From an optimization exercise on the open Yosys and OpenROAD flow, aimed at small area, a short achievable clock period and few clock cycles per item; shortcuts taken in it are not production practice.
Function was checked by simulation only, so behaviour that the tests miss may differ from the original.
Power and IR drop assume default switching activity.

## srgbtf
module srgbtf (
    input  wire         clk,
    input  wire         rst,
    input  wire         cmd_valid,
    output wire         cmd_ready,
    input  wire [7:0]   cmd_cw,
    input  wire [127:0] cmd_a,
    input  wire [7:0]   cmd_b,
    output wire         rsp_valid,
    input  wire         rsp_ready,
    output wire [1:0]   rsp_st,
    output wire [127:0] rsp_d
);
    localparam [1:0] ST_OK      = 2'd0;
    localparam [1:0] ST_BAD_HEX = 2'd1;
    localparam [1:0] ST_ILLEGAL = 2'd2;
    localparam [1:0] K_PASS = 2'd0;      
    localparam [1:0] K_E2L  = 2'd1;      
    localparam [1:0] K_LUT  = 2'd2;      
    localparam [1:0] K_HEX  = 2'd3;      
    reg  v1, vA, va, vb, v3;
    wire s3_take = !v3 || rsp_ready;
    wire pop     = va && s3_take;            
    wire sA_take = !vA || !vb;               
    wire s1_take = !v1 || sA_take;           
    reg  rdy;
    wire v1_n = !rst && (s1_take ? cmd_valid : v1);
    wire vA_n = !rst && (sA_take ? v1 : vA);
    wire vb_n = !rst && !pop && (vb || (vA && !vb && va));
    always @(posedge clk)
        rdy <= !v1_n || !vA_n || !vb_n;
    assign cmd_ready = rdy;
    reg  [127:0] s1_a;
    reg          s1_len8;
    reg          c_enc, c_lut, c_pk, c_ord, c_hxf, c_hxp, c_e2l, c_l2e;
    wire [3:0] op = cmd_cw[7:4];
    wire       z0 = (cmd_cw[3:1] == 3'd0);
    wire       z  = z0 && !cmd_cw[0];
    always @(posedge clk) begin
        if (rst)
            v1 <= 1'b0;
        else if (s1_take)
            v1 <= cmd_valid;
        if (s1_take) begin
            s1_a    <= cmd_a;
            s1_len8 <= (cmd_b == 8'd8);
            c_enc   <= (op == 4'h1) && z;
            c_lut   <= (op == 4'h2) && z;
            c_pk    <= (op == 4'h3 || op == 4'h4) && z0;
            c_ord   <= cmd_cw[0];
  ...
clock: 22.0 ns
lec_check: 0
cap_margin: 20
core_margin: 2
core_utilization: 22
gpl_timing_driven: 0
place_density: 0.38
slew_margin: 20
synth_memory_max_bits: 1048576
tns_end_percent: 5
standard.sh (not shown) runs the stock make flow with config.mk's settings and CLKGATE_MAP_FILE= SYNTH_SCRIPT=/design/flow/synth_recipe.tcl, a recipe that flattens the netlist after the stock synthesis.
==> flow/flow/run.sh <==
#!/bin/bash
# The standard layout (the standard.sh) with these changes:
#  - synthesis maps logic with Yosys's own ABC script (delay target 5 ns)
#    instead of ORFS's speed script; everything else in the synthesis,
#    including register mapping, flattening and renaming, is the standard flow's own;
#  - ORFS's timing repair steps are asked to leave setup slack of at least
#    MARGIN ns against the design's clock;
#  - every input and output port still gets its own buffer, but a plain
#    buf_4 instead of the delay cell the resizer picks by default;
#  - ABC gets no driver/load constraint file (so it does no buffering or
#    sizing of its own; the layout's repair steps do that), and Yosys's
#    full-adder extraction and Kogge-Stone carry mapping are left out
#    (ADDER_MAP_FILE empty; SYNTH_OPERATIONS_ARGS replaces the default
#    -extra-map with a flag the synth call already has).
set -uo pipefail
MARGIN=16
W=$PWD
{
  cat <<'EOT'
proc abc {args} {
  set i [lsearch -exact $args -script]
  if {$i >= 0} { set args [lreplace $args $i [expr {$i + 1}]] }
  set i [lsearch -exact $args -D]
  if {$i >= 0} { set args [lreplace $args $i [expr {$i + 1}]] }
  set i [lsearch -exact $args -constr]
  if {$i >= 0} { set args [lreplace $args $i [expr {$i + 1}]] }
  yosys abc -D 5000 {*}$args
}
EOT
  cat synth_recipe.tcl
} > flow_synth.tcl
sed "s#SYNTH_SCRIPT=[^ ]*#SYNTH_SCRIPT=$W/flow_synth.tcl#" standard.sh > standard_mine.sh
bash standard_mine.sh SETUP_SLACK_MARGIN=$MARGIN ADDER_MAP_FILE= SYNTH_OPERATIONS_ARGS=-noshare \
  "BUFFER_PORTS_ARGS=-buffer_cell sky130_fd_sc_hd__buf_4" \
  finish > flow_standard.log 2>&1
The first run completed with no timing, DRC or antenna violations.
Testbench counts at the start, summed over its fixed seeds: cycles 32,032, items 32,000.
==> next run, changes <==
--- a/flow/config.mk
+++ b/flow/config.mk
@@ -9,5 +9,5 @@
 export CORE_MARGIN = 2
-export CORE_UTILIZATION = 22
+export CORE_UTILIZATION = 15
 export GPL_TIMING_DRIVEN = 0
-export PLACE_DENSITY = 0.38
+export PLACE_DENSITY = 0.3
 export SLEW_MARGIN = 20
Outcome:
- first-iteration DRC count drops by 7.1%
- area after synthesis is unchanged
- sequential power barely changes
- cell area climbs by about 3.3%
- power climbs by 4.5%
- routed wire length climbs by about 5.5%
- utilization drops by 8.6 points
- final cell count climbs by about 13%
- via count drops by about 1.5%

separate check: timing with driven ports:
How much do the figures lean on ideal ports? The routed layouts below were timed once more, with nothing changed but the port constraints. Step 1 assumes that a clkbuf_16 drives the clock port and a buf_2 every other input. Step 2 adds t to the input delays and takes it off the output delays; t is the mean of the earliest and latest rising clock arrival at the registers after step 1. Input paths then give back, and output paths get back, about the clock's delay inside the block. Slacks: ideal / step 1 / step 2; pairs: ideal / step 1.
| run | shift t [ns] | setup WS [ns] | worst setup path at the end | clock arrival spread, ns | slew at the worst register clock pin (ns) |
|---|---|---|---|---|---|
| the first run | 0.822 | 15.627 / 15.627 / 15.490 | input to register | 0.031 / 0.031 | 0.07 / 0.07 |
| the second run | 0.846 | 15.556 / 15.556 / 15.556 | register to register | 0.030 / 0.030 | 0.08 / 0.08 |
After both steps setup and hold are still met in every run listed. For the first run, which loses most, drivers alone change the setup slack by 0.000 ns; drivers and shift together by -0.137 ns.
